This is an optimization exercise on Yosys and OpenROAD, whose aim is small area, not a production implementation.
Where RTL was checked, it was by simulation tests only, not by an equivalence proof against the original.
Power is estimated from default activity; no workload was simulated.

## somfy_remote
module somfy_remote (
    input  wire        CLK,
    input  wire        RST_N,
    input  wire        CFG_RESET_ON_START,
    input  wire        REQ_VALID,
    input  wire [7:0]  REQ_LEN,
    input  wire [7:0]  REQ_DATA,
    input  wire [2:0]  REQ_SEL,
    output wire        REQ_READY,
    output wire [1:0]  MODE,
    output wire        BUSY,
    output wire        ONLINE,
    output wire        OUT_VALID,
    output wire [1:0]  OUT_KIND,
    output wire [2:0]  OUT_CODE,
    output wire [3:0]  OUT_BTN,
    output wire [23:0] OUT_IDENT,
    output wire [7:0]  OUT_CHAR,
    output wire        ACK_VALID,
    output wire [23:0] ACK_IDENT,
    output wire [7:0]  ACK_CHAR,
    output wire [2:0]  NVM_ADDR,
    output wire        NVM_RE,
    output wire        NVM_WE,
    output wire [32:0] NVM_WDATA,
    input  wire [32:0] NVM_RDATA,
    input  wire        NVM_DONE,
    input  wire        NVM_OK,
    output wire        RADIO_TX_REQ,
    input  wire        RADIO_TX_OK,
    output wire        RADIO_STBY_REQ,
    input  wire        RADIO_READY,
    output wire        LINE
);
Size in the first run: roughly 630 cells after synthesis, roughly 78 flip-flops, about 5500 sq um of cells after synthesis.
clock: 10.0 ns
lec_check: 0
cap_margin: 20
core_margin: 2
core_utilization: 60
slew_margin: 20
standard.sh (not shown) runs the stock make flow with config.mk's settings and CLKGATE_MAP_FILE= SYNTH_SCRIPT=/design/flow/synth_recipe.tcl, a recipe that flattens the netlist after the stock synthesis.
==> flow/flow/run.sh <==
#!/bin/bash
set -euo pipefail
bash standard.sh \
  "BUFFER_PORTS_ARGS=-buffer_cell sky130_fd_sc_hd__buf_1" \
  "CTS_ARGS=-sink_clustering_enable -repair_clock_nets -dont_use_dummy_load -buf_list {sky130_fd_sc_hd__clkbuf_4 sky130_fd_sc_hd__clkbuf_8} -sink_clustering_size 10" \
  finish > standard_flow.log 2>&1
The baseline finished with timing, DRC and antenna clean.
Rerun with:
==> flow/run.sh (new file) <==
#!/bin/bash
# synth_recipe.tcl (not shown) runs the flow's synth.tcl, then flattens the netlist and writes it again
# the make line also repeats each setting of config.mk as NAME=value (left out here)
make -C /OpenROAD-flow-scripts/flow DESIGN_CONFIG=/design/flow/config.mk WORK_HOME=/design/flow/orfs CLKGATE_MAP_FILE= SYNTH_SCRIPT=/design/flow/synth_recipe.tcl finish
Settings changed: CORE_UTILIZATION 60 to 40.
removed: flow/flow/run.sh
removed: flow/standard.sh
After rerunning: The new run completed with no timing, DRC or antenna violations. Fmax is lower by 7.0%. Power is higher by about 20%. Global-route usage is lower by 4.8 points. Area after synthesis does not change. Via count is higher by about 0.5%.

---

## delta
Another version of the RTL of somfy_remote (not shown whole).
Size in the first run: roughly 68 flip-flops, ~180 I/O pins, about 4800 µm² of cells after synthesis.
export LEC_CHECK = 0
export CAP_MARGIN = 20
export CORE_MARGIN = 2
export CORE_UTILIZATION = 60
export SLEW_MARGIN = 20
create_clock -name core_clock -period 10.0 [get_ports {CLK}]
==> flow/flow/run.sh <==
#!/bin/bash
set -euo pipefail
bash standard.sh \
  "BUFFER_PORTS_ARGS=-buffer_cell sky130_fd_sc_hd__buf_1" \
  "CTS_ARGS=-sink_clustering_enable -repair_clock_nets -dont_use_dummy_load -buf_list {sky130_fd_sc_hd__clkbuf_8} -sink_clustering_size 20" \
  finish > standard_flow.log 2>&1
Here is what was changed in the inputs of beta compared with delta.
==> flow/flow/run.sh <==
#!/bin/bash
# The standard layout (standard.sh), with:
#  - synthesis: ABC maps for area (flow/synth.tcl, flow/area.abc);
#  - port buffers of the smallest buffer cell;
#  - a clock tree of small buffers without dummy loads.
set -euo pipefail
export FLOW_WORK="$PWD"
export AREA_ABC_SCRIPT="$PWD/flow/area.abc"
bash standard.sh \
  "SYNTH_SCRIPT=$PWD/flow/synth.tcl" \
  "BUFFER_PORTS_ARGS=-buffer_cell sky130_fd_sc_hd__buf_1" \
  "CTS_ARGS=-sink_clustering_enable -repair_clock_nets -dont_use_dummy_load -buf_list {sky130_fd_sc_hd__clkbuf_4 sky130_fd_sc_hd__clkbuf_8} -sink_clustering_size 10" \
  finish > standard_flow.log 2>&1
==> flow/flow/area.abc (new file) <==
strash
dch -f
map -a
mfs2
strash
dch -f
map -a
topo
==> flow/flow/synth.tcl (new file) <==
# The standard synthesis (synth_recipe.tcl), with ABC's technology mapping
# run on an area-oriented script (flow/area.abc) in place of ORFS's speed
# script. Flip-flop mapping and register names are unchanged.
proc abc {args} {
  set i [lsearch -exact $args -script]
  if { $i >= 0 } {
    set args [lreplace $args [expr {$i + 1}] [expr {$i + 1}] $::env(AREA_ABC_SCRIPT)]
  }
  yosys abc {*}$args
}
source $::env(FLOW_WORK)/synth_recipe.tcl
[summary]
From delta to beta the numbers moved as follows: synthesis-to-finish area growth rose by 3.7 points, die outline area has decreased, total non-filler cell area in the finished layout lost 110 µm², latest clock arrival within the worst-skew pair level, average cell area after synthesis went down by 1.4 µm².
beta has less setup slack than delta.
Between delta and beta, number of cell instances on the worst register-to-register path is lower for delta, beta comes in above that.
Function was not checked in any run of this note: the RTL went through the layout flow alone.

---

Another version of the RTL of somfy_remote (not shown whole).
For scale: ~540 cells after synthesis, ~68 flip-flops.
clock: 10.0 ns
lec_check: 0
cap_margin: 20
core_margin: 2
core_utilization: 75
slew_margin: 20
==> flow/flow/run.sh <==
#!/bin/bash
# The standard layout (standard.sh), with:
#  - synthesis: ABC maps for area (flow/synth.tcl, flow/area.abc);
#  - port buffers of the smallest buffer cell;
#  - a clock tree of small buffers without dummy loads.
set -euo pipefail
export FLOW_WORK="$PWD"
export AREA_ABC_SCRIPT="$PWD/flow/area.abc"
bash standard.sh \
  "SYNTH_SCRIPT=$PWD/flow/synth.tcl" \
  "BUFFER_PORTS_ARGS=-buffer_cell sky130_fd_sc_hd__buf_1" \
  "CTS_ARGS=-sink_clustering_enable -repair_clock_nets -dont_use_dummy_load -buf_list {sky130_fd_sc_hd__clkbuf_4} -sink_buffer_max_cap_derate 0.6" \
  finish > standard_flow.log 2>&1
==> flow/flow/area.abc <==
strash
dch -f
map -a
mfs2
strash
dch -f
map -a
topo
==> flow/flow/synth.tcl <==
# The standard synthesis (synth_recipe.tcl), with ABC's technology mapping
# run on an area-oriented script (flow/area.abc) in place of ORFS's speed
# script. Flip-flop mapping and register names are unchanged.
proc abc {args} {
  set i [lsearch -exact $args -script]
  if { $i >= 0 } {
    set args [lreplace $args [expr {$i + 1}] [expr {$i + 1}] $::env(AREA_ABC_SCRIPT)]
  }
  yosys abc {*}$args
}
source $::env(FLOW_WORK)/synth_recipe.tcl
==> next run, changes <==
--- a/flow/flow/run.sh
+++ b/flow/flow/run.sh
@@ -11,3 +11,3 @@
   "BUFFER_PORTS_ARGS=-buffer_cell sky130_fd_sc_hd__buf_1" \
-  "CTS_ARGS=-sink_clustering_enable -repair_clock_nets -dont_use_dummy_load -buf_list {sky130_fd_sc_hd__clkbuf_4} -sink_buffer_max_cap_derate 0.6" \
+  "CTS_ARGS=-sink_clustering_enable -repair_clock_nets -dont_use_dummy_load -buf_list {sky130_fd_sc_hd__clkbuf_4 sky130_fd_sc_hd__clkbuf_8} -sink_clustering_size 10" \
   finish > standard_flow.log 2>&1
CORE_UTILIZATION = 60   (was 75)
The changed run completed with no timing, DRC or antenna violations.
Global-route usage decreases by 7.6 points.
Cell area increases by 2.0%.
Register-to-register slack improves by 0.09 ns.
Combinational power decreases by about 1%.
Sequential share of layout area decreases by 0.69 points.
Clock power increases by 36%.

---

## run 1
somfy_remote, a different RTL version from the one above (not shown whole).
For scale: ~460 cells after synthesis, roughly 50 flip-flops, ~3700 um^2 of cells after synthesis.
export LEC_CHECK = 0
export CAP_MARGIN = 20
export CORE_MARGIN = 2
export CORE_UTILIZATION = 85
export SLEW_MARGIN = 20
create_clock -name core_clock -period 10.0 [get_ports {CLK}]
==> flow/flow/run.sh <==
#!/bin/bash
# The standard layout (standard.sh), with:
#  - port buffers of the smallest buffer cell;
#  - a clock tree of small buffers without dummy loads.
set -euo pipefail
export FLOW_WORK="$PWD"
export AREA_ABC_SCRIPT="$PWD/flow/area.abc"
bash standard.sh \
  "SYNTH_SCRIPT=$PWD/flow/synth.tcl" \
  "ADDER_MAP_FILE=" \
  "BUFFER_PORTS_ARGS=-buffer_cell sky130_fd_sc_hd__buf_1" \
  "CTS_ARGS=-sink_clustering_enable -repair_clock_nets -dont_use_dummy_load -buf_list {sky130_fd_sc_hd__clkbuf_8}" \
  finish > standard_flow.log 2>&1
==> flow/flow/area.abc <==
&get -n
&st
&deepsyn -T 180
&dch -f
&nf -R 1000 -p
&put
mfs2
strash
&get -n
&st
&dch -f
&nf -R 1000 -p
&put
topo
==> flow/flow/synth.tcl <==
proc abc {args} {
  set i [lsearch -exact $args -script]
  if { $i >= 0 } {
    set args [lreplace $args [expr {$i + 1}] [expr {$i + 1}] $::env(AREA_ABC_SCRIPT)]
  }
  yosys abc {*}$args
}
source $::env(FLOW_WORK)/synth_recipe.tcl
Run 1 failed in global placement without I/O with GPL-0301.
#### Input delta (run 2 over run 1)
--- a/flow/config.mk
+++ b/flow/config.mk
@@ -8,4 +8,4 @@
 export CAP_MARGIN = 20
 export CORE_MARGIN = 2
-export CORE_UTILIZATION = 85
+export CORE_UTILIZATION = 75
 export SLEW_MARGIN = 20
==> comparison <==
Taking run 1 over run 2, the row count ratio works out to 0.920.
Run 2 against run 1: sequential area share after synthesis held; async set-or-reset flop fraction in the synthesized netlist held; die extent in x went up 4.2 um; initial cell density of the core went down 12 points; chip height went up about 6%.
The sole clean run among run 1 and run 2 is run 2.
Run status, run 1: aborted in global placement without I/O, error GPL-0301
Run 1 -> run 2: combined area of all synthesized cells delta 0, exact match
Relative to run 2, the following input files were edited for run 3:
--- a/flow/flow/run.sh
+++ b/flow/flow/run.sh
@@ -1,4 +1,5 @@
 #!/bin/bash
 # The standard layout (standard.sh), with:
+#  - synthesis: ABC maps for area (flow/synth.tcl, flow/area.abc);
 #  - port buffers of the smallest buffer cell;
 #  - a clock tree of small buffers without dummy loads.
@@ -8,5 +9,4 @@
 bash standard.sh \
   "SYNTH_SCRIPT=$PWD/flow/synth.tcl" \
-  "ADDER_MAP_FILE=" \
   "BUFFER_PORTS_ARGS=-buffer_cell sky130_fd_sc_hd__buf_1" \
   "CTS_ARGS=-sink_clustering_enable -repair_clock_nets -dont_use_dummy_load -buf_list {sky130_fd_sc_hd__clkbuf_8}" \
==> notes.md <==
Routed length on met3: run 3 < run 2
Run 3 vs. run 2: maximum clock frequency went down 23%; routed via count fell by 4.7%; standard-cell row count went up 4.0%; aggregate routed wire length now smaller; adder-cell area share of the yosys netlist picked up an extra 13 points.
Diff run 2 -> run 3: power went up about 35%; fraction of area in registers went down 1.5 points.
> inputs changed (run 3 -> run 4)
--- a/flow/flow/area.abc
+++ b/flow/flow/area.abc
@@ -1,5 +1,5 @@
 &get -n
 &st
-&deepsyn -T 180
+&syn2
 &dch -f
 &nf -R 1000 -p
--- a/flow/flow/synth.tcl
+++ b/flow/flow/synth.tcl
@@ -1,2 +1,5 @@
+# The standard synthesis (synth_recipe.tcl), with ABC's technology mapping
+# run on an area-oriented script (flow/area.abc) in place of ORFS's speed
+# script. Flip-flop mapping and register names are unchanged.
 proc abc {args} {
   set i [lsearch -exact $args -script]
--- outcome ---
- Higher layout inverter count without the clock tree among run 3 and run 4: run 4
- Run 4 vs. run 3: initial cell density of the core rose by 1.9 points; utilization saw an increase; power share of the clock group lost 3.6 points; sequential power share went down 6.9 points; highest achievable clock rate decreased 2.6 MHz.
- Taking run 3 as the reference, in run 4 detailed route wirelength on metal3 has increased, combinational group share of total power has increased, post-route minimum period has increased, area of the die has increased, number of nets with antenna violations after detailed routing has remained practically unchanged.

port drivers added, routing unchanged:
No port has a modelled driver above. Below, the same layouts with a new extraction and two added sets of constraints.
Step 1 assumes that a clkbuf_16 drives the clock port and a buf_2 every other input.
Step 2 times the ports against the registers' clock, not the clock port: input delays grow and output delays shrink by t, the midpoint of the rising clock arrivals with the driver on.
Slacks: ideal ports / drivers / drivers and shift; pairs: ideal ports / drivers.
run | shift t [ns] | setup WS [ns] | latest minus earliest clock arrival (ns) | worst slew at a driven data input, ns
the first run of note 1 | 0.377 | 4.768 / 4.735 / 5.112 | 0.029 / 0.030 | 0.04
the second run of note 1 | 0.384 | 4.371 / 4.331 / 4.715 | 0.007 / 0.007 | 0.05
delta | 0.358 | 1.530 / 1.504 / 1.862 | 0.022 / 0.022 | 0.03
beta | 0.365 | 1.404 / 1.375 / 1.740 | 0.026 / 0.026 | 0.05
the first run of note 3 | 0.433 | 1.266 / 1.238 / 1.671 | 0.022 / 0.022 | 0.04
the second run of note 3 | 0.367 | 1.362 / 1.332 / 1.700 | 0.022 / 0.023 | 0.04
run 2 | 0.336 | 3.265 / 3.236 / 3.572 | 0.011 / 0.012 | 0.04
run 3 | 0.327 | 1.196 / 1.167 / 1.493 | 0.010 / 0.011 | 0.04
run 4 | 0.331 | 0.992 / 0.962 / 1.293 | 0.022 / 0.022 | 0.05
After both steps setup and hold are still met in every run listed.
